Source: an optimization exercise on an open RTL-to-GDS flow (aim: small area). Production flows keep margins and buffers that such runs may drop.
In this exercise RTL edits were held to simulation tests only and were not proved equivalent to the original.
No driver is modelled on the clock port, so clocking that relies on it looks cheaper here than on a real chip.

## adhat_engine
module adhat_engine (
    input  wire        clk,
    input  wire        rst,           
    input  wire        req_valid,
    output wire        req_ready,
    input  wire [4:0]  req_op,
    input  wire        req_adc,
    input  wire        req_sel,
    input  wire [7:0]  req_a,
    input  wire [7:0]  req_b,
    input  wire [7:0]  req_c,
    input  wire [7:0]  req_d,
    input  wire [7:0]  req_e,
    input  wire [7:0]  req_len,
    output wire [7:0]  lst_idx,
    input  wire        lst_sel,
    input  wire [7:0]  lst_a,
    input  wire [7:0]  lst_b,
    output wire        tp_valid,
    output reg  [3:0]  tp_kind,
    output reg  [7:0]  tp_data,
    input  wire        tp_ack,
    input  wire        tp_fail,
    input  wire [7:0]  tp_rdata,
    input  wire        tp_rdy,
    output wire        rsp_valid,
    output wire        val_valid,
    output wire [3:0]  rsp_status,
    output wire [31:0] rsp_value,
    output wire [7:0]  rsp_info_a,
    output wire [7:0]  rsp_info_b,
    output wire [7:0]  rsp_index,
    input  wire [4:0]  mir_addr,
    output wire [7:0]  mir_data,
    output reg  [2:0]  cfg_gain1,
    output reg  [3:0]  cfg_rate1,
    output reg  [2:0]  cfg_filt1,
    output reg         cfg_imode1,
    output reg  [2:0]  cfg_gain2,
    output reg  [1:0]  cfg_rate2,
    output reg         cfg_imode2,
    output reg         alive
);
    localparam NREG = 27;
    localparam OP_WRITEREG  = 5'h01, OP_READREG = 5'h02, OP_SENDCMD  = 5'h03,
               OP_WRITEBLK  = 5'h04, OP_VERIFY  = 5'h05, OP_CONVERT  = 5'h06,
               OP_SCAN      = 5'h07, OP_RTD     = 5'h08, OP_SETGAIN  = 5'h09,
               OP_SETRATE   = 5'h0A, OP_SETFILT = 5'h0B, OP_SETMODE  = 5'h0C,
               OP_HWRESET   = 5'h0D, OP_RELEASE = 5'h0E;
    localparam ST_OK = 4'd0, ST_TRANSPORT = 4'd1, ST_TIMEOUT = 4'd2, ST_CHECKSUM = 4'd3,
               ST_INVCHAN = 4'd4, ST_INVCONF = 4'd5, ST_FRAMELEN = 4'd6,
               ST_INVREG = 4'd7, ST_RELEASED = 4'd8;
    localparam TK_CSA = 4'd0, TK_CSD = 4'd1, TK_TX = 4'd2, TK_RX = 4'd3,
               TK_RDY = 4'd4, TK_PULSE = 4'd5, TK_DELAY = 4'd6, TK_IDLE = 4'd7;
    localparam S_IDLE  = 4'd0,                   S_CSA   = 4'd2,  S_CMD   = 4'd3,
  ...
Size in the first run: roughly 1800 cells after synthesis, about 200 I/O pins, roughly 0.018 mm2 of cells after synthesis.
clock: 10.0 ns
lec_check: 0
cap_margin: 20
core_margin: 2
core_utilization: 40
gpl_routability_driven: 0
place_density: 0.6
slew_margin: 20
standard.sh (not shown) runs the stock make flow with config.mk's settings and CLKGATE_MAP_FILE= SYNTH_SCRIPT=/design/flow/synth_recipe.tcl, a recipe that flattens the netlist after the stock synthesis.
==> flow/flow/run.sh <==
#!/bin/bash
# The standard layout (the standard.sh: unchanged synthesis and steps), with three changes:
#  - the port buffers are made of the smallest buffer cell instead of the resizer's default;
#  - clock tree synthesis clusters up to 20 sinks per clkbuf_16 and adds no dummy loads;
#  - the resizer repairs nets with the small buffers only (flow/small_buffers.tcl, sourced
#    before each step that may insert buffers).
set -euo pipefail
H="$PWD/flow/small_buffers.tcl"
bash standard.sh \
  "BUFFER_PORTS_ARGS=-buffer_cell sky130_fd_sc_hd__buf_1" \
  "CTS_ARGS=-sink_clustering_enable -repair_clock_nets -dont_use_dummy_load -buf_list sky130_fd_sc_hd__clkbuf_16 -sink_clustering_size 20 -sink_clustering_max_diameter 100" \
  "PRE_GLOBAL_PLACE_TCL=$H" "PRE_RESIZE_TCL=$H" "PRE_DETAIL_PLACE_TCL=$H" "PRE_CTS_TCL=$H" \
  "PRE_REPAIR_TIMING_POST_PLACE_TCL=$H" "PRE_GLOBAL_ROUTE_TCL=$H" \
  finish > standard_flow.log 2>&1
==> flow/flow/small_buffers.tcl <==
# Sourced before each placement, resizing, clock-tree and routing step: the resizer may
# use only the small buffers (buf_1, buf_2) when it repairs slew, capacitance or timing.
set_dont_use {sky130_fd_sc_hd__buf_4 sky130_fd_sc_hd__buf_6 sky130_fd_sc_hd__buf_8 sky130_fd_sc_hd__buf_12 sky130_fd_sc_hd__buf_16 sky130_fd_sc_hd__bufbuf_8 sky130_fd_sc_hd__bufbuf_16}
Change:
==> flow/flow/run.sh (replaced) <==
#!/bin/bash
# The standard layout (the standard.sh: unchanged synthesis and steps), with three changes:
#  - the port buffers are made of the smallest buffer cell instead of the resizer's default;
#  - clock tree synthesis clusters up to 24 sinks per clkbuf_16 and adds no dummy loads;
#  - the resizer repairs nets with the small buffers only (flow/small_buffers.tcl, sourced
#    before each step that may insert buffers).
set -euo pipefail
H="$PWD/flow/small_buffers.tcl"
bash standard.sh \
  "BUFFER_PORTS_ARGS=-buffer_cell sky130_fd_sc_hd__buf_1" \
  "CTS_ARGS=-sink_clustering_enable -repair_clock_nets -dont_use_dummy_load -buf_list sky130_fd_sc_hd__clkbuf_16 -sink_clustering_size 24 -sink_clustering_max_diameter 100" \
  "PRE_GLOBAL_PLACE_TCL=$H" "PRE_RESIZE_TCL=$H" "PRE_DETAIL_PLACE_TCL=$H" "PRE_CTS_TCL=$H" \
  "PRE_REPAIR_TIMING_POST_PLACE_TCL=$H" "PRE_GLOBAL_ROUTE_TCL=$H" \
  finish > standard_flow.log 2>&1
After rerunning:
- core utilization is lower by 0.14 points
- area after synthesis does not change
- via count is lower by 0.40%

## what the ideal ports hide
No port has a modelled driver above. Below, the same layouts with a new extraction and two added sets of constraints. Step 1, drivers: a clkbuf_16 drives clk and a buf_2 each remaining input, both assumed. Step 2 also shifts input and output timing later by t, the mid clock arrival at the registers, as if the neighbouring blocks saw the same clock. Three values: ideal, step 1, step 2; two values: the first two.
run | shift t [ns] | setup WS [ns] | latest minus earliest clock arrival (ns)
the first run | 0.602 | 3.799 / 3.774 / 3.774 | 0.056 / 0.056
the second run | 0.570 | 3.805 / 3.780 / 3.780 | 0.063 / 0.063
After both steps every run listed still meets setup and hold.
